From an optimization exercise on the open Yosys and OpenROAD flow, aimed at small area, a short achievable clock period and few clock cycles per item; shortcuts taken in it are not production practice. Function was checked by simulation only, so behaviour that the tests miss may differ from the original. Power figures rest on the tool's default switching activity, not on a simulated workload.

==> flow/design.v <==
module arb_core (
    input  wire        clk,
    input  wire        rst,           
    input  wire        in_valid,
    input  wire [7:0]  in_data,
    output wire        in_ready,
    output wire        out_valid,
    output wire [7:0]  out_data,
    input  wire        out_ready,
    input  wire        grant,         
    input  wire [4:0]  stat_sel,
    output reg  [31:0] stat_data,
    output wire        idle
);
    localparam [2:0] OP_BAD = 3'd0, OP_INIT_IN = 3'd1, OP_INIT_OUT = 3'd2,
                     OP_WRITE = 3'd3, OP_READ = 3'd4, OP_RESET = 3'd5;
    localparam [2:0] C_OK = 3'd0, C_INVALID = 3'd1, C_ALLOC = 3'd2, C_ALREADY = 3'd3,
                     C_UNINIT = 3'd4, C_ILLEGAL = 3'd5, C_FAULT = 3'd6;
    localparam [2:0] F_CMD = 3'd0, F_DEC = 3'd1, F_DESC = 3'd2, F_EXT = 3'd3,
                     F_MUL = 3'd4, F_INIT = 3'd5, F_WDATA = 3'd6, F_CAP = 3'd7;
    localparam [1:0] B_IDLE = 2'd0, B_RESP = 2'd1, B_DATA = 2'd2;
    reg        ls, lpfi, lpfo;
    reg [1:0]  fault;
    reg [7:0]  w, r;             
    reg [3:0]  pbi;              
    reg [3:0]  widx;             
    reg [3:0]  pbo;              
    reg [4:0]  fsin, fsout;      
    reg [7:0]  rate_in;          
    reg [8:0]  cap;              
    reg [31:0] fin0, fout0, fout2;
    reg [4:0]  fin_ch, fin_bq, fout_ch, fout_bq;    
    reg [15:0] fin3h, fout3h;
    reg [4:0]  fin_ext, fout_ext;
    reg [2047:0] mem;            
    reg [7:0]  wp;               
    reg [7:0]  wb;               
    wire [8:0] nfr = {rate_in, 1'b0};
    reg [2:0]  fst;
    reg [3:0]  cnt;
    reg [2:0]  op;
    reg        rsv_nz;
    reg        pv;
    reg        len_z;
    reg        len_hz;           
    reg [31:0] len;              
    reg        write_ok;
    reg [4:0]  d_ch5, d_bq5;
    reg        d_chhi, d_bqhi, d_blo;
    reg [4:0]  d_ext5;
    reg        d_ext_ok;
    reg        grant_r;          
    reg [4:0]  d_fs5;
    reg        d_fs_ok;
    reg [8:0]  d_cap;
    reg        d_cap_ok;
    reg        dv_busy;
    reg [1:0]  dv_ph;            
    reg [7:0]  dv_frr;           
    reg [3:0]  dv_k;             
    reg        dv_big;           
    reg [7:0]  dv_x;             
    reg        ld_add1;          
    reg [4:0]  dv_rm;
    reg [8:0]  dv_q;             
    reg [1:0]  bst;
    reg [1:0]  bcnt;
    reg        job;              
    reg [31:0] data_left;        
    localparam JQB = 1;
    localparam RQB = 3;
    reg [7:0]  jql [0:(1<<JQB)-1];
    reg        jqb [0:(1<<JQB)-1];
    reg [7:0]  jqa [0:(1<<JQB)-1];
    reg [JQB-1:0] jq_wp, jq_rp, dv_e;
    reg [JQB:0]   jq_n;
    reg [31:0] big_len;          
    reg        ov;
    reg [7:0]  od;
    reg [3:0]  rq [0:(1<<RQB)-1];
    reg [1:0]  bfault;           
    reg [RQB:0]  rq_wp, rq_rp;   
    wire         rq_e = (rq_wp == rq_rp);
    reg        fa;               
    reg        zf;               
    reg [3:0]  pos;              
    reg [1:0]  sb;               
    reg [7:0]  a_conv;           
    reg        rd_conv;          
    reg [8:0]  ld_n;             
    reg [3:0]  ld_idx;
    reg [7:0]  ld_r;             
    reg [7:0]  rp;               
    reg [7:0]  sf [0:15];
    reg [4:0]  sf_wp, sf_rp;     
    wire       sf_e = (sf_wp == sf_rp);
    wire       sf_f = (sf_wp == {~sf_rp[4], sf_rp[3:0]});
    wire [7:0] w_inc  = w + 8'd1;
    wire [7:0] w_next = ({1'b0, w_inc} == nfr) ? 8'd0 : w_inc;
    wire [7:0] r_inc  = r + 8'd1;
    wire [7:0] r_next = ({1'b0, r_inc} == nfr) ? 8'd0 : r_inc;
    wire [7:0] ldr_inc  = ld_r + 8'd1;
    wire [7:0] ldr_next = ({1'b0, ldr_inc} == nfr) ? 8'd0 : ldr_inc;
    wire [8:0] wp_inc = {1'b0, wp} + 9'd1;
    wire [7:0] wp_next = (wp_inc == cap) ? 8'd0 : wp_inc[7:0];
    wire [8:0] rp_inc = {1'b0, rp} + 9'd1;
    wire [7:0] rp_next = (rp_inc == cap) ? 8'd0 : rp_inc[7:0];
    wire [8:0] rp_skip = {1'b0, rp} + {4'd0, fsin};
    wire [8:0] rp_skip_w = rp_skip - cap;
    wire [7:0] rp_frame = (rp_skip >= cap) ? rp_skip_w[7:0] : rp_skip[7:0];
    reg        ld_on;            
    wire       ld_active = ld_on;
    wire       busy_back = job || (jq_n != 0) || dv_busy || ld_active;
    wire       wlast = (pbi == 4'd1) || ((pbi == 4'd0) && (fsin == 5'd1));
    wire       wblock = (wlast && dv_busy) ||
                        (ld_active && (w == ld_r) && (widx >= ld_idx));
    wire       q_full = (rq_wp == {~rq_rp[RQB], rq_rp[RQB-1:0]});
    wire       legal  = !rsv_nz && (
                        ((op == OP_INIT_IN || op == OP_INIT_OUT) && len_z) ||
                        (op == OP_WRITE) ||
                        (op == OP_READ && !pv) ||
                        (op == OP_RESET && !pv && len_z));
    wire [8:0] a_diff = {1'b0, w} - {1'b0, r};
    wire [8:0] a_wrap = a_diff + nfr;
    wire [7:0] a_frames = a_diff[8] ? a_wrap[7:0] : a_diff[7:0];
    wire       ring_empty = (r == w);
    wire       len_gt_pbo = (len[31:4] != 28'd0) || (len[3:0] > pbo);
    wire       need_conv = len_gt_pbo && !ring_empty;
    wire       conv_ok = lpfo && (fin_ch == fout_ch) &&
                         (fin_bq != 5'd0) && (fin_bq <= 5'd4) &&
                         (fout_bq != 5'd0) && (fout_bq <= 5'd4) &&
                         (fin_bq <= fout_bq);
    wire       wr_ok_dec = ls && !len_z && pv;
    reg        dec_go;           
    reg        dec_push;         
    reg [5:0]  dec_resp;         
    reg        dec_x;            
    reg [2:0]  dec_nst;          
    always @(*) begin
        dec_go   = 1'b0;
        dec_push = 1'b0;
        dec_resp = {1'b0, fault, C_OK};
        dec_x    = 1'b0;
        dec_nst  = F_CMD;
        if (!legal) begin
            dec_go = !q_full; dec_push = 1'b1; dec_resp = {1'b0, fault, C_ILLEGAL};
        end else begin
            case (op)
            OP_INIT_IN, OP_INIT_OUT: begin
                if (pv) begin
                    dec_go  = !busy_back;
                    dec_nst = F_DESC;
                end else begin
                    dec_go = !q_full; dec_push = 1'b1;
                    dec_resp = {1'b0, fault, (op == OP_INIT_IN && ls) ? C_ALREADY : C_INVALID};
                end
            end
            OP_WRITE: begin
                dec_go = !q_full; dec_push = 1'b1;
                dec_resp = {1'b0, fault, !ls ? C_UNINIT : (len_z || !pv) ? C_INVALID : C_OK};
                if (pv && !len_z) dec_nst = F_WDATA;
            end
            OP_READ: begin
                dec_go = !q_full && !jq_n[JQB] && !dv_busy && (len_hz || jq_n == 0); dec_push = 1'b1;
                if (!ls)
                    dec_resp = {1'b0, fault, C_UNINIT};
                else if (len_z)
                    dec_resp = {1'b0, fault, C_INVALID};
                else if (need_conv && !lpfo)
                    dec_resp = {1'b0, fault | 2'b01, C_FAULT};
                else if (need_conv && !conv_ok) begin
                    dec_resp = {1'b0, fault | 2'b10, C_FAULT};
                    dec_x    = 1'b1;
                end else begin
                    dec_resp = {1'b1, fault, C_OK};
                    dec_x    = 1'b1;
                end
            end
            default: begin  
                dec_go = !q_full && !busy_back; dec_push = 1'b1;
                dec_resp = {1'b0, fault, C_OK};
            end
            endcase
        end
    end
    wire       dec_fire = (fst == F_DEC) && dec_go;
    wire [2:0] eff_st   = (fst == F_DEC) ? dec_nst : fst;
    wire       eff_wok  = (fst == F_DEC) ? wr_ok_dec : write_ok;
    wire [3:0] eff_cnt  = (fst == F_DEC) ? 4'd0 : cnt;
    assign in_ready = (fst == F_CMD) || (fst == F_DESC) || (fst == F_EXT) ||
                      ((fst == F_WDATA) && !(write_ok && wblock)) ||
                      (dec_fire && !((dec_nst == F_WDATA) && wr_ok_dec && wblock));
    wire       in_fire = in_valid && in_ready;
    wire       w_fire  = in_fire && (eff_st == F_WDATA) && eff_wok;
    reg        wq_v;
    reg [7:0]  wq_d, wq_a;
    wire [9:0]  d_fs_full = d_ch5 * d_bq5;
    wire [12:0] d_rf = data_left[7:0] * d_fs5;           
    wire        d_ch_ok   = d_chhi || (d_ch5 != 5'd0);
    wire        d_bits_ok = !d_blo && (d_bqhi || (d_bq5 != 5'd0));
    wire [1:0]  d_spec    = len[17:16];
    wire        in_valid_fmt  = ((d_spec == 2'd1) || (d_spec == 2'd2)) && d_ch_ok && d_bits_ok &&
                                (data_left != 32'd0);
    wire        out_valid_fmt = ((len[15:0] == 16'h0001) || ((len[15:0] == 16'hFFFE) && len[18])) &&
                                d_ch_ok && d_bits_ok;
    wire        cap_ok = d_cap_ok;
    reg [2:0]  init_cause;
    always @(*) begin
        init_cause = C_OK;
        if (!d_ext_ok)
            init_cause = C_ILLEGAL;
        else if (op == OP_INIT_IN) begin
            if (ls)                 init_cause = C_ALREADY;
            else if (!in_valid_fmt) init_cause = C_INVALID;
            else if (!d_fs_ok || !cap_ok || !grant_r) init_cause = C_ALLOC;
        end else begin
            if (!out_valid_fmt)     init_cause = C_INVALID;
            else if (!d_fs_ok || !grant_r) init_cause = C_ALLOC;
        end
    end
    wire       init_fire = (fst == F_INIT) && !q_full;
    wire [4:0] dv_f  = fsout;
    wire [7:0] dv_a  = jqa[dv_e];
    wire       dv_b1 = dv_big ? big_len[31] : dv_x[7];
    wire       dv_b0 = dv_big ? big_len[30] : dv_x[6];
    wire [5:0] dv_t1 = {dv_rm, dv_b1};
    wire       dv_g1 = (dv_t1 >= {1'b0, dv_f});
    wire [5:0] dv_s1 = dv_t1 - {1'b0, dv_f};
    wire [4:0] dv_r1 = dv_g1 ? dv_s1[4:0] : dv_t1[4:0];
    wire [5:0] dv_t0 = {dv_r1, dv_b0};
    wire       dv_g0 = (dv_t0 >= {1'b0, dv_f});
    wire [5:0] dv_s0 = dv_t0 - {1'b0, dv_f};
    wire [4:0] dv_r0 = dv_g0 ? dv_s0[4:0] : dv_t0[4:0];
    wire [8:0] dv_qn = (dv_q[8:7] != 2'd0) ? 9'h1FF : {dv_q[6:0], dv_g1, dv_g0};
    wire       dv_last = dv_busy && (dv_ph == 2'd2);
    wire       dv_rge  = (dv_rm >= {1'b0, pbo});
    wire       dv_req  = (dv_rm == {1'b0, pbo});
    wire [9:0] dv_ceil = {1'b0, dv_q} + {9'd0, dv_rge && !dv_req};
    wire [4:0] dv_pbo_a = dv_f - dv_rm + {1'b0, pbo};
    wire [4:0] dv_pbo_b = {1'b0, pbo} - dv_rm;
    wire [3:0] dv_pbo  = dv_req ? 4'd0 : dv_rge ? dv_pbo_a[3:0] : dv_pbo_b[3:0];
    wire [7:0] dv_fr   = (dv_ceil > {2'd0, dv_a}) ? dv_a : dv_ceil[7:0];
    wire [8:0] dv_rsum = {1'b0, r} + {1'b0, dv_frr};
    wire [8:0] dv_rsw  = dv_rsum - nfr;
    wire [7:0] dv_rnew = (dv_rsum >= nfr) ? dv_rsw[7:0] : dv_rsum[7:0];
    wire [2:0] src_b = fin_bq[2:0];
    wire [2:0] dst_b = fout_bq[2:0];
    wire [1:0] pad   = dst_b[1:0] - src_b[1:0];
    wire       slot_free = !ov || out_ready;
    wire [3:0] qr = rq[rq_rp[RQB-1:0]];
    wire       qh_data = qr[3] && (qr[2:0] == C_OK);
    wire [1:0] qh_fault = (qr[2:0] == C_FAULT) ? (bfault | (qr[3] ? 2'b10 : 2'b01)) : bfault;
    wire       c_new_real = !fa && (a_conv != 8'd0);
    wire       c_new_zero = !fa && (a_conv == 8'd0) && rd_conv;
    wire       c_tracked  = fa || c_new_real || c_new_zero;
    wire       c_zf       = fa ? zf : c_new_zero;
    wire [3:0] c_pos      = fa ? pos : 4'd0;
    wire [1:0] c_sb       = fa ? sb : 2'd0;
    wire       c_real     = c_tracked && !c_zf && (c_sb >= pad);
    wire       c_can      = !c_real || !sf_e;
    wire [7:0] c_byte     = c_real ? sf[sf_rp[3:0]] : 8'd0;
    wire       do_data = slot_free && (bst == B_DATA) && c_can;
    wire       sf_pop  = do_data && c_real;
    wire       rq_pop  = slot_free && (bst == B_RESP) && (bcnt == 2'd3);
    wire       bk_start = !rq_e && !(qh_data && jqb[jq_rp] && dv_busy);
    wire       jq_take = slot_free && (bst == B_IDLE) && bk_start && qh_data;
    wire       ld_fire = ld_active && !sf_f;
    reg        ld_lastb;         
    wire       ld_fend = ld_fire && ld_lastb;
    assign out_valid = ov;
    assign out_data  = od;
    reg        idle_r;
    assign idle      = idle_r;
    wire       idle_c    = (fst == F_CMD) && (cnt == 4'd0) && (bst == B_IDLE) &&
                       rq_e && !ov && !busy_back;
    wire [31:0] sw0  = {29'd0, lpfo, lpfi, ls};
    wire [31:0] sw1  = {30'd0, fault};
    wire [31:0] sw2  = {24'd0, w};
    wire [31:0] sw3  = {24'd0, r};
    wire [31:0] sw4  = {28'd0, pbi};
    wire [31:0] sw5  = {28'd0, pbo};
    wire [31:0] sw6  = {27'd0, fsin};
    wire [31:0] sw7  = {27'd0, fsout};
    wire [31:0] sw8  = {23'd0, nfr};
    wire [31:0] sw9  = {23'd0, cap};
    wire [31:0] sw10 = fin0;
    wire [31:0] sw11 = {8'd0, fin_bq, 3'd0, 11'd0, fin_ch};
    wire [31:0] sw12 = {24'd0, rate_in};
    wire [31:0] sw13 = {fin3h, 11'd0, fin_ext};
    wire [31:0] sw14 = fout0;
    wire [31:0] sw15 = {8'd0, fout_bq, 3'd0, 11'd0, fout_ch};
    wire [31:0] sw16 = fout2;
    wire [31:0] sw17 = {fout3h, 11'd0, fout_ext};
    wire [17:0] ss;
    genvar gi;
    generate for (gi = 0; gi < 18; gi = gi + 1) begin : g_ss
        assign ss[gi] = (stat_sel == gi);
    end endgenerate
    always @(*) begin
        stat_data = ({32{ss[0]}} & sw0) | ({32{ss[1]}} & sw1) | ({32{ss[2]}} & sw2) |
                    ({32{ss[3]}} & sw3) | ({32{ss[4]}} & sw4) | ({32{ss[5]}} & sw5) |
                    ({32{ss[6]}} & sw6) | ({32{ss[7]}} & sw7) | ({32{ss[8]}} & sw8) |
                    ({32{ss[9]}} & sw9) | ({32{ss[10]}} & sw10) | ({32{ss[11]}} & sw11) |
                    ({32{ss[12]}} & sw12) | ({32{ss[13]}} & sw13) | ({32{ss[14]}} & sw14) |
                    ({32{ss[15]}} & sw15) | ({32{ss[16]}} & sw16) | ({32{ss[17]}} & sw17);
    end
    wire       rd_ok    = dec_fire && legal && (op == OP_READ) && dec_resp[5];
    wire       rd_frm   = len_gt_pbo && !ring_empty;      
    wire [8:0] ld_addq  = dv_last ? {1'b0, dv_frr} - 9'd1 : 9'd0;
    wire [3:0] ld_idx_nx = !ld_fire ? ld_idx : ld_fend ? 4'd0 : ld_idx + 4'd1;
    wire [8:0] ld_n_nx   = ld_n + ld_addq + {8'd0, ld_add1} - {8'd0, ld_fend};
    wire       rq_push = (dec_fire && dec_push) || init_fire;
    wire [3:0] rq_in   = (fst == F_INIT) ? {1'b0, init_cause} :
                         {dec_x, dec_resp[2:0]};
    reg [15:0] rd_hi, rd_lo;
    reg [7:0]  rd_part, rd_byte;
    integer i, j;
    always @(*) begin
        for (i = 0; i < 16; i = i + 1) begin
            rd_hi[i] = (rp[7:4] == i);
            rd_lo[i] = (rp[3:0] == i);
        end
        rd_byte = 8'd0;
        for (j = 0; j < 16; j = j + 1) begin
            rd_part = 8'd0;
            for (i = 0; i < 16; i = i + 1)
                rd_part = rd_part | ({8{rd_lo[i]}} & mem[8*(16*j+i) +: 8]);
            rd_byte = rd_byte | ({8{rd_hi[j]}} & rd_part);
        end
    end
    always @(posedge clk) begin
        for (i = 0; i < 256; i = i + 1)
            if (wq_v && wq_a == i)
                mem[8*i +: 8] <= wq_d;
        wq_d <= in_data;
        wq_a <= wp;
        if (ld_fire)
            sf[sf_wp[3:0]] <= rd_byte;
        if (rq_push)
            rq[rq_wp[RQB-1:0]] <= rq_in;
        if (rd_ok) begin
            jql[jq_wp] <= len[7:0];
            jqb[jq_wp] <= !len_hz;
            jqa[jq_wp] <= a_frames;
        end
    end
    always @(posedge clk) begin
        if (rst) begin
            ls <= 1'b0; lpfi <= 1'b0; lpfo <= 1'b0; fault <= 2'd0;
            w <= 8'd0; r <= 8'd0; pbi <= 4'd0; widx <= 4'd0; pbo <= 4'd0; fsin <= 5'd0; fsout <= 5'd0;
            rate_in <= 8'd0; cap <= 9'd0;
            fin0 <= 32'd0; fout0 <= 32'd0; fout2 <= 32'd0;
            fin_ch <= 5'd0; fin_bq <= 5'd0; fout_ch <= 5'd0; fout_bq <= 5'd0;
            fin3h <= 16'd0; fout3h <= 16'd0; fin_ext <= 5'd0; fout_ext <= 5'd0;
            wp <= 8'd0; wb <= 8'd0;
            fst <= F_CMD; cnt <= 4'd0; op <= OP_BAD; rsv_nz <= 1'b0; pv <= 1'b0; len_z <= 1'b0; len_hz <= 1'b0;
            len <= 32'd0; write_ok <= 1'b0;
            d_ch5 <= 5'd0; d_bq5 <= 5'd0; d_chhi <= 1'b0; d_bqhi <= 1'b0; d_blo <= 1'b0;
            d_ext5 <= 5'd0; d_ext_ok <= 1'b0; grant_r <= 1'b0;
            d_fs5 <= 5'd0; d_fs_ok <= 1'b0; d_cap <= 9'd0; d_cap_ok <= 1'b0;
            big_len <= 32'd0;
            dv_busy <= 1'b0; dv_big <= 1'b0; dv_x <= 8'd0; ld_add1 <= 1'b0; dv_ph <= 2'd0; dv_frr <= 8'd0; dv_k <= 4'd0; dv_rm <= 5'd0; dv_q <= 9'd0;
            bst <= B_IDLE; bcnt <= 2'd0; job <= 1'b0; data_left <= 32'd0;
            jq_wp <= 0; jq_rp <= 0; jq_n <= 0; dv_e <= 0;
            ov <= 1'b0; od <= 8'd0; bfault <= 2'd0;
            rq_wp <= 0; rq_rp <= 0;
            fa <= 1'b0; zf <= 1'b0; pos <= 4'd0; sb <= 2'd0; a_conv <= 8'd0; rd_conv <= 1'b0;
            wq_v <= 1'b0; idle_r <= 1'b1;
            ld_n <= 9'd0; ld_idx <= 4'd0; ld_on <= 1'b0; ld_lastb <= 1'b0; ld_r <= 8'd0; rp <= 8'd0;
            sf_wp <= 5'd0; sf_rp <= 5'd0;
        end else begin
            if (jq_take) jq_rp <= jq_rp + 1'b1;
            case ({rd_ok, jq_take})
                2'b10: jq_n <= jq_n + 1'b1;
                2'b01: jq_n <= jq_n - 1'b1;
                default: ;
            endcase
            if (rq_push) rq_wp <= rq_wp + 1'b1;
            if (rq_pop)  rq_rp <= rq_rp + 1'b1;
            if (slot_free) begin
                case (bst)
                B_IDLE: begin
                    if (bk_start) begin
                        ov   <= 1'b1;
                        od   <= {1'b0, qr[2:0], 3'b000, (qr[2:0] == C_OK)};
                        bfault <= qh_fault;
                        bcnt <= 2'd1;
                        bst  <= B_RESP;
                        if (qh_data) begin
                            job       <= 1'b1;
                            data_left <= jqb[jq_rp] ? big_len : {24'd0, jql[jq_rp]};
                            a_conv    <= jqa[jq_rp];
                            rd_conv   <= 1'b0;
                        end
                    end else begin
                        ov <= 1'b0;
                    end
                end
                B_RESP: begin
                    ov   <= 1'b1;
                    od   <= (bcnt == 2'd1) ? {6'd0, bfault} : 8'd0;
                    bcnt <= bcnt + 2'd1;
                    if (bcnt == 2'd3) begin
                        bst <= qh_data ? B_DATA : B_IDLE;
                    end
                end
                default: begin  
                    if (c_can) begin
                        ov <= 1'b1;
                        od <= c_byte;
                        data_left <= data_left - 32'd1;
                        if (data_left == 32'd1) begin
                            bst <= B_IDLE;
                            job <= 1'b0;
                        end
                        if (c_tracked) begin
                            zf  <= c_zf;
                            sb  <= (c_sb == dst_b[1:0] - 2'd1) ? 2'd0 : c_sb + 2'd1;
                            pos <= c_pos + 4'd1;
                            fa  <= ({1'b0, c_pos} != fsout - 5'd1);
                        end
                        if (c_new_real) begin
                            a_conv  <= a_conv - 8'd1;
                            rd_conv <= 1'b1;
                        end
                    end else begin
                        ov <= 1'b0;
                    end
                end
                endcase
            end
            wq_v <= w_fire;
            idle_r <= idle_c && !in_fire;
            if (ld_fire) begin
                sf_wp <= sf_wp + 5'd1;
                rp    <= rp_next;
                if (ld_fend)
                    ld_r <= ldr_next;
            end
            ld_idx  <= ld_idx_nx;
            ld_add1 <= rd_ok && rd_frm;
            ld_n    <= ld_n_nx;
            ld_on   <= (ld_idx_nx != 4'd0) || (ld_n_nx != 9'd0);
            ld_lastb <= ({1'b0, ld_idx_nx} + 5'd1 == fsin);
            if (sf_pop) sf_rp <= sf_rp + 5'd1;
            if (dv_busy && dv_ph == 2'd0) begin
                dv_k  <= dv_k - 4'd1;
                dv_x  <= {dv_x[5:0], 2'b00};
                if (dv_big) big_len <= {big_len[29:0], big_len[31:30]};
                dv_rm <= dv_r0;
                dv_q  <= dv_qn;
                if (dv_k == 4'd0) dv_ph <= 2'd1;
            end
            if (dv_busy && dv_ph == 2'd1) begin
                dv_ph  <= 2'd2;
                pbo    <= dv_pbo;
                dv_frr <= dv_fr;
            end
            if (dv_busy && dv_ph == 2'd2) begin
                begin
                    dv_ph   <= 2'd0;
                    dv_busy <= 1'b0;
                    r       <= dv_rnew;
                end
            end
            if (dec_fire) begin
                fst <= dec_nst;
                cnt <= 4'd0;
                if (legal) begin
                    case (op)
                    OP_WRITE: write_ok <= wr_ok_dec;
                    OP_READ: begin
                        fault <= dec_resp[4:3];
                        if (dec_resp[5]) begin
                            jq_wp  <= jq_wp + 1'b1;
                            dv_e   <= jq_wp;
                            if (!len_hz) big_len <= len;
                            if (!len_gt_pbo) begin
                                pbo <= pbo - len[3:0];
                            end else if (ring_empty) begin
                                pbo <= 4'd0;
                            end else begin
                                dv_busy <= 1'b1;
                                dv_k    <= len_hz ? 4'd3 : 4'd15;
                                dv_big  <= !len_hz;
                                dv_x    <= len[7:0];
                                dv_rm   <= 5'd0;
                                dv_q    <= 9'd0;
                            end
                        end
                    end
                    OP_RESET: begin
                        w <= 8'd0; r <= 8'd0; pbi <= 4'd0; widx <= 4'd0; pbo <= 4'd0; fsin <= 5'd0; fsout <= 5'd0;
                        rate_in <= 8'd0; cap <= 9'd0;
                        fin0 <= 32'd0; fout0 <= 32'd0; fout2 <= 32'd0;
                        fin_ch <= 5'd0; fin_bq <= 5'd0; fout_ch <= 5'd0; fout_bq <= 5'd0;
                        fin3h <= 16'd0; fout3h <= 16'd0; fin_ext <= 5'd0; fout_ext <= 5'd0;
                        ls <= 1'b0; lpfi <= 1'b0; lpfo <= 1'b0;
                        wp <= 8'd0; wb <= 8'd0; ld_r <= 8'd0; rp <= 8'd0;
                        fa <= 1'b0; sf_wp <= 5'd0; sf_rp <= 5'd0;
                    end
                    default: ;
                    endcase
                end
            end
            if (in_fire) begin
                case (eff_st)
                F_CMD: begin
                    case (eff_cnt[2:0])
                        3'd0: begin len[7:0] <= in_data; len_z <= (in_data == 8'd0); end
                        3'd1: begin len[15:8]  <= in_data; len_z <= len_z && (in_data == 8'd0); len_hz <= (in_data == 8'd0); end
                        3'd2: begin len[23:16] <= in_data; len_z <= len_z && (in_data == 8'd0); len_hz <= len_hz && (in_data == 8'd0); end
                        3'd3: begin len[31:24] <= in_data; len_z <= len_z && (in_data == 8'd0); len_hz <= len_hz && (in_data == 8'd0); end
                        3'd4: begin pv <= in_data[0]; rsv_nz <= (in_data[7:1] != 7'd0); end
                        3'd5: rsv_nz <= rsv_nz || (in_data != 8'd0);
                        3'd6: rsv_nz <= rsv_nz || (in_data != 8'd0);
                        default: op <= (in_data >= 8'd1 && in_data <= 8'd5) ? in_data[2:0] : OP_BAD;
                    endcase
                    if (eff_cnt[2:0] == 3'd7) begin
                        cnt <= 4'd0;
                        fst <= F_DEC;
                    end else begin
                        cnt <= eff_cnt + 4'd1;
                        fst <= F_CMD;
                    end
                end
                F_DESC: begin
                    case (eff_cnt)
                        4'd0:  len[7:0]   <= in_data;
                        4'd1:  len[15:8]  <= in_data;
                        4'd2:  len[23:16] <= in_data;
                        4'd3:  len[31:24] <= in_data;
                        4'd4:  begin d_ch5 <= in_data[4:0]; d_chhi <= (in_data[7:5] != 3'd0); end
                        4'd5:  d_chhi <= d_chhi || (in_data != 8'd0);
                        4'd6:  begin d_blo <= (in_data[2:0] != 3'd0); d_bq5 <= in_data[7:3]; end
                        4'd7:  d_bqhi <= (in_data != 8'd0);
                        4'd8:  data_left[7:0]   <= in_data;
                        4'd9:  data_left[15:8]  <= in_data;
                        4'd10: data_left[23:16] <= in_data;
                        4'd11: data_left[31:24] <= in_data;
                        4'd12: big_len[7:0]   <= in_data;    
                        4'd13: big_len[15:8]  <= in_data;    
                        4'd14: big_len[23:16] <= in_data;
                        default: big_len[31:24] <= in_data;
                    endcase
                    if (eff_cnt == 4'd15) begin
                        cnt      <= 4'd0;
                        d_ext_ok <= (big_len[15:0] <= 16'd22);
                        d_ext5   <= big_len[4:0];
                        fst      <= (big_len[15:0] == 16'd0) ? F_MUL : F_EXT;
                    end else begin
                        cnt <= eff_cnt + 4'd1;
                        fst <= F_DESC;
                    end
                end
                F_EXT: begin
                    big_len[15:0] <= big_len[15:0] - 16'd1;
                    if (big_len[15:0] == 16'd1) fst <= F_MUL;
                end
                F_WDATA: begin
                    len <= len - 32'd1;
                    fst <= (len == 32'd1) ? F_CMD : F_WDATA;
                    if (eff_wok) begin
                        wp <= wp_next;
                        if (wlast) begin
                            pbi <= 4'd0; widx <= 4'd0;
                            widx <= 4'd0;
                            w   <= w_next;
                            wb  <= wp_next;
                            if (w_next == r) begin
                                r    <= r_next;
                                ld_r <= r_next;
                                rp   <= rp_frame;
                            end
                        end else begin
                            pbi <= ((pbi == 4'd0) ? fsin[3:0] : pbi) - 4'd1;
                            widx <= widx + 4'd1;
                        end
                    end
                end
                default: ;
                endcase
            end
            grant_r <= grant;
            if (fst == F_MUL) begin
                d_fs5   <= d_fs_full[4:0];
                d_fs_ok <= !d_chhi && !d_bqhi && (d_fs_full <= 10'd16);
                fst     <= F_CAP;
            end
            if (fst == F_CAP) begin
                d_cap_ok <= (data_left[31:8] == 24'd0) && (d_rf <= 13'd128);
                d_cap    <= {d_rf[7:0], 1'b0};
                fst      <= F_INIT;
            end
            if (init_fire) begin
                fst <= F_CMD;
                if (init_cause == C_OK) begin
                    w <= 8'd0; r <= 8'd0; ld_r <= 8'd0;
                    if (op == OP_INIT_IN) begin
                        fin0 <= len; fin_ch <= d_ch5; fin_bq <= d_bq5;
                        rate_in <= data_left[7:0];
                        fin3h <= big_len[31:16]; fin_ext <= d_ext5;
                        fsin <= d_fs5; cap <= d_cap;
                        ls <= 1'b1; lpfi <= 1'b1;
                        pbi <= 4'd0; widx <= 4'd0; wp <= 8'd0; wb <= 8'd0; rp <= 8'd0;
                    end else begin
                        fout0 <= len; fout_ch <= d_ch5; fout_bq <= d_bq5;
                        fout2 <= data_left;
                        fout3h <= big_len[31:16]; fout_ext <= d_ext5;
                        fsout <= d_fs5; lpfo <= 1'b1;
                        pbo <= 4'd0;
                        rp <= wb;
                        fa <= 1'b0; sf_wp <= 5'd0; sf_rp <= 5'd0;
                    end
                end
            end
        end
    end
endmodule
==> flow/run.sh <==
#!/bin/bash
# synth_recipe.tcl (not shown) runs the flow's synth.tcl, then flattens the netlist and writes it again
# the make line also repeats each setting of config.mk as NAME=value (left out here)
make -C /OpenROAD-flow-scripts/flow DESIGN_CONFIG=/design/flow/config.mk WORK_HOME=/design/flow/orfs CLKGATE_MAP_FILE= SYNTH_SCRIPT=/design/flow/synth_recipe.tcl finish
==> flow/config.mk <==
export PLATFORM = sky130hd
export DESIGN_NAME = arb_core
export DESIGN_NICKNAME = arb_core
export VERILOG_FILES = /design/flow/design.v
export SDC_FILE = /design/flow/constraint.sdc
export NUM_CORES = 4
export LEC_CHECK = 0
export CAP_MARGIN = 20
export CORE_MARGIN = 2
export CORE_UTILIZATION = 45
export CTS_BUF_LIST = sky130_fd_sc_hd__clkbuf_16
export CTS_CLUSTER_DIAMETER = 80
export CTS_CLUSTER_SIZE = 22
export SETUP_SLACK_MARGIN = 5
export SLEW_MARGIN = 20
==> flow/constraint.sdc <==
create_clock -name core_clock -period 11.0 [get_ports {clk}]
set_input_delay 2.2000 -clock core_clock [delete_from_list [all_inputs] [get_ports {clk}]]
set_output_delay 2.2000 -clock core_clock [all_outputs]
set_load 0.01 [all_outputs]
==> flow_summary.toml <==
[clock_network]
path_clk_slew_ns = 0.09
insertion_delay_ns = 0.86
clock-root-buffer = "clkbuf_16"
clock_sinks = 2771
cts_max_level = 4
hold_buffers = 0
cts_made_buffers = 158
tritoncts = "yes"
cts_buffer_depth = 3

[synth]
synthesis.instances = 8388
synth-seq-cells = 2771
ys.flop_type = "edfxtp_1"
synth.avg_cell_area_sq_um = 13.7
yosysUniqueCellTypes = 101
yosysWarningCount = 1
synth_edf_count = 2242
syn_nets = 8637
yosysSeqAreaShare = 0.679
netlist_area_sq_mm = 0.115
synthArstFlopShare = 0

[setup_path]
cp_max_fo = 6
endpoint_kind = "output pin"
worstPathArrival_ns = 3.79
crit_path_start_kind = "input port"
crit_required_ns = 8.80
criticalPathCategory = "input port to output pin"

[worst_hold_path]
hold_class = "flop to flop"

[sta]
fin_setup_tns_ns = 0
slew_violations = 0
period_share = 0.545
clock_skew_ns = 0.0631
timing.fmax_mhz = 167
worst_hold_slack_ns = 0.375
setup_viol = 0
max_slew.worst_pin.slew_ns = 1.25
final_hold_viol_count = 0
rsz0062_at_grt = "yes"
fin_crit_ns = 5.99
slew_headroom = 0.163

[global_route]
grt_max_degree = 223
grt_pass1_vias = 71959
grt_overflow = 0
antenna_found_initial = 14
grt_pass1_wl_um = 531000
track_usage = 0.282

[layout]
fin_nets = 8506
area_growth_pct = 8.22
final_common_cell = "edfxtp_1"
stdcell_area_sq_mm = 0.124
layout-drive-gt1-share = 0.0743
fillCellCount = 21658
layout_common_cells = "edfxtp_1 (2242), nor2_1 (710), a22oi_1 (545)"

[pwr]
powerDensity_mw_per_mm2 = 179
irDropWorstVdd_uv = 179
leakagePower_nw = 39.7

[drt]
firstDrtPassIters = 9
routedWlPerCell_um = 31.9
postRouteAntennaNets = 0
routed_wl_um = 373000
drt_iter0_markers = 10681
drcViolationCount = 0
viasPerCell = 6.51
vias = 76138

[status]
status = "complete, no violations"

[placement]
placed_cell_area_sq_mm = 0.119
dp_hpwl_um = 236000
gp_congestion = 0.942
port_buffers = 60

[floorplan]
ios = 61
rows = 185
die_width_um = 509
dieArea_sq_mm = 0.259
initial_core_util = 0.452
die_h_um = 509
core_area_sq_mm = 0.254

[job]
cap_violations = 0
==> metrics by stage <==
| stage | worst slack [ns] | cells | power (mW) | util |
|---|---|---|---|---|
| 2_1_floorplan | 5.18 | 8388 | 14.3 | - |
| 3_3_place_gp | 3.59 | 11439 | 15.9 | 0.469 |
| 3_5_place_dp | 3.52 | 11442 | 15.9 | 0.469 |
| 4_1_cts | 4.98 | 11687 | 22.2 | 0.489 |
| 5_1_grt | 4.96 | 11694 | 22.8 | 0.489 |
| 6_report | 5.01 | 11696 | 22.2 | 0.489 |
==> worst max-delay path, cell delays in order <==
cell and delay [ns]:
buf_8 0.10, or3b_4 0.31, nor2_4 0.07, buf_6 0.12
a22o_1 0.17, a221o_1 0.27, a221oi_2 0.19, nand4_1 0.17
buf_2 0.18
==> final cells by class <==
cell class / instances / area (sq um) / share of cell area
clock buffer: 165 / 4130 / 0.0332
antenna: 4 / 10.0 / 0.0000806
sequential: 2771 / 77900 / 0.628
tap: 3366 / 4210 / 0.0339
inverter: 234 / 878 / 0.00707
timing repair buffer: 249 / 2220 / 0.0179
multi-input combinational: 4843 / 34200 / 0.275
clock inverter: 64 / 653 / 0.00526
==> registers in the layout, summed over array words and instances, names as in the netlist, 32 cells and up, named ones only <==
name and flops:
big_len 32, data_left 32, fin0 32, fout0 32, fout2 32, len 32
mem 2048, rq 32, sf 128
==> metal layers <==
layer / vias up / track usage / part of all wire
met5: - / 0 / 0.00028
met4: 8 / 0.107 / 0.043
met3: 701 / 0.0544 / 0.10
met2: 4111 / 0.437 / 0.45
met1: 38819 / 0.393 / 0.40
li1: 32499 / - / -
==> what timing repair did <==
| action | CTS | global route |
|---|---|---|
| setup endpoints to repair | 33 | 29 |
| resized for setup | 122 | 26 |
| cloned | 3 | 0 |
| pin swaps | 11 | 9 |
| buffers inserted | 13 | 0 |
==> kinds of logic (layout without fill, tap and decap cells) <==
| kind of cell | after synthesis | after routing | synth area share |
|---|---|---|---|
| buffers and inverters | 775 | 712 | 0.0270 |
| adders and majority gates | 231 | 231 | 0.0279 |
| muxes | 167 | 167 | 0.0200 |
| AOI/OAI and AO/OA | 2264 | 2264 | 0.147 |
| DFF | 2771 | 2771 | 0.679 |
| other | 0 | 4 | 0 |
| xor gates and xnor gates | 212 | 212 | 0.0170 |
| and+or+nand+nor | 1968 | 1969 | 0.0818 |
==> cell usage after synthesis, types with 96 or more instances <==
cell | number | area (sq um)
a21oi_1 | 280 | 1400
a221oi_1 | 306 | 2680
a22o_1 | 464 | 4060
a22oi_1 | 545 | 4090
a31oi_1 | 111 | 694
and3_1 | 115 | 719
clkbuf_1 | 389 | 1460
dfxtp_1 | 529 | 10600
edfxtp_1 | 2242 | 67300
ha_1 | 189 | 2360
inv_1 | 233 | 875
mux2i_1 | 96 | 961
nand2_1 | 387 | 1450
nand3_1 | 157 | 786
nand4_1 | 97 | 607
nor2_1 | 733 | 2750
nor3_1 | 135 | 676
o21ai_0 | 175 | 876
xnor2_1 | 129 | 1130
==> power by group <==
group          switching, mW  internal, mW  total, mW  leakage (nW)
logic                   2.70          1.26       3.96          12.8
registers              0.274          11.6       11.9          24.5
clock network           3.56          2.81       6.37          2.41
total                   6.54          15.7       22.2          39.7
==> path summary, 6_finish.rpt <==
check	cells after the start	startpoint	endpoint	slack, ns
hold reg to reg	0	wp[7]	wq_a[7]	0.38
setup / recovery	9	stat_sel[3]	stat_data[4]	5.01
setup reg to reg	10	rp[3]	sf[10][4]	5.32
hold / removal	0	wp[7]	wq_a[7]	0.38
Testbench counts, summed over its fixed seeds: cycles 54,793, bytes 67,703.

==> re-timing with driven ports <==
How much do the figures lean on ideal ports? The routed layout below was timed once more, with nothing changed but the port constraints. Step 1 assumes that a clkbuf_16 drives the clock port and a buf_2 every other input. Step 2 times the ports against the registers' clock, not the clock port: input delays grow and output delays shrink by t, the midpoint of the rising clock arrivals with the driver on. a / b / c = ideal ports / drivers / drivers and shift; a / b = the first two.
t, ns: 0.922
setup slack, ns: 5.005 / 4.963 / 4.965
hold slack, ns: 0.375 / 0.375 / 0.375
worst setup path after step 2: input to output
worst slew at a driven data input, ns: 0.06
After both steps setup and hold are still met in this run. For this run, drivers alone change the setup slack by -0.042 ns; drivers and shift together by -0.040 ns.
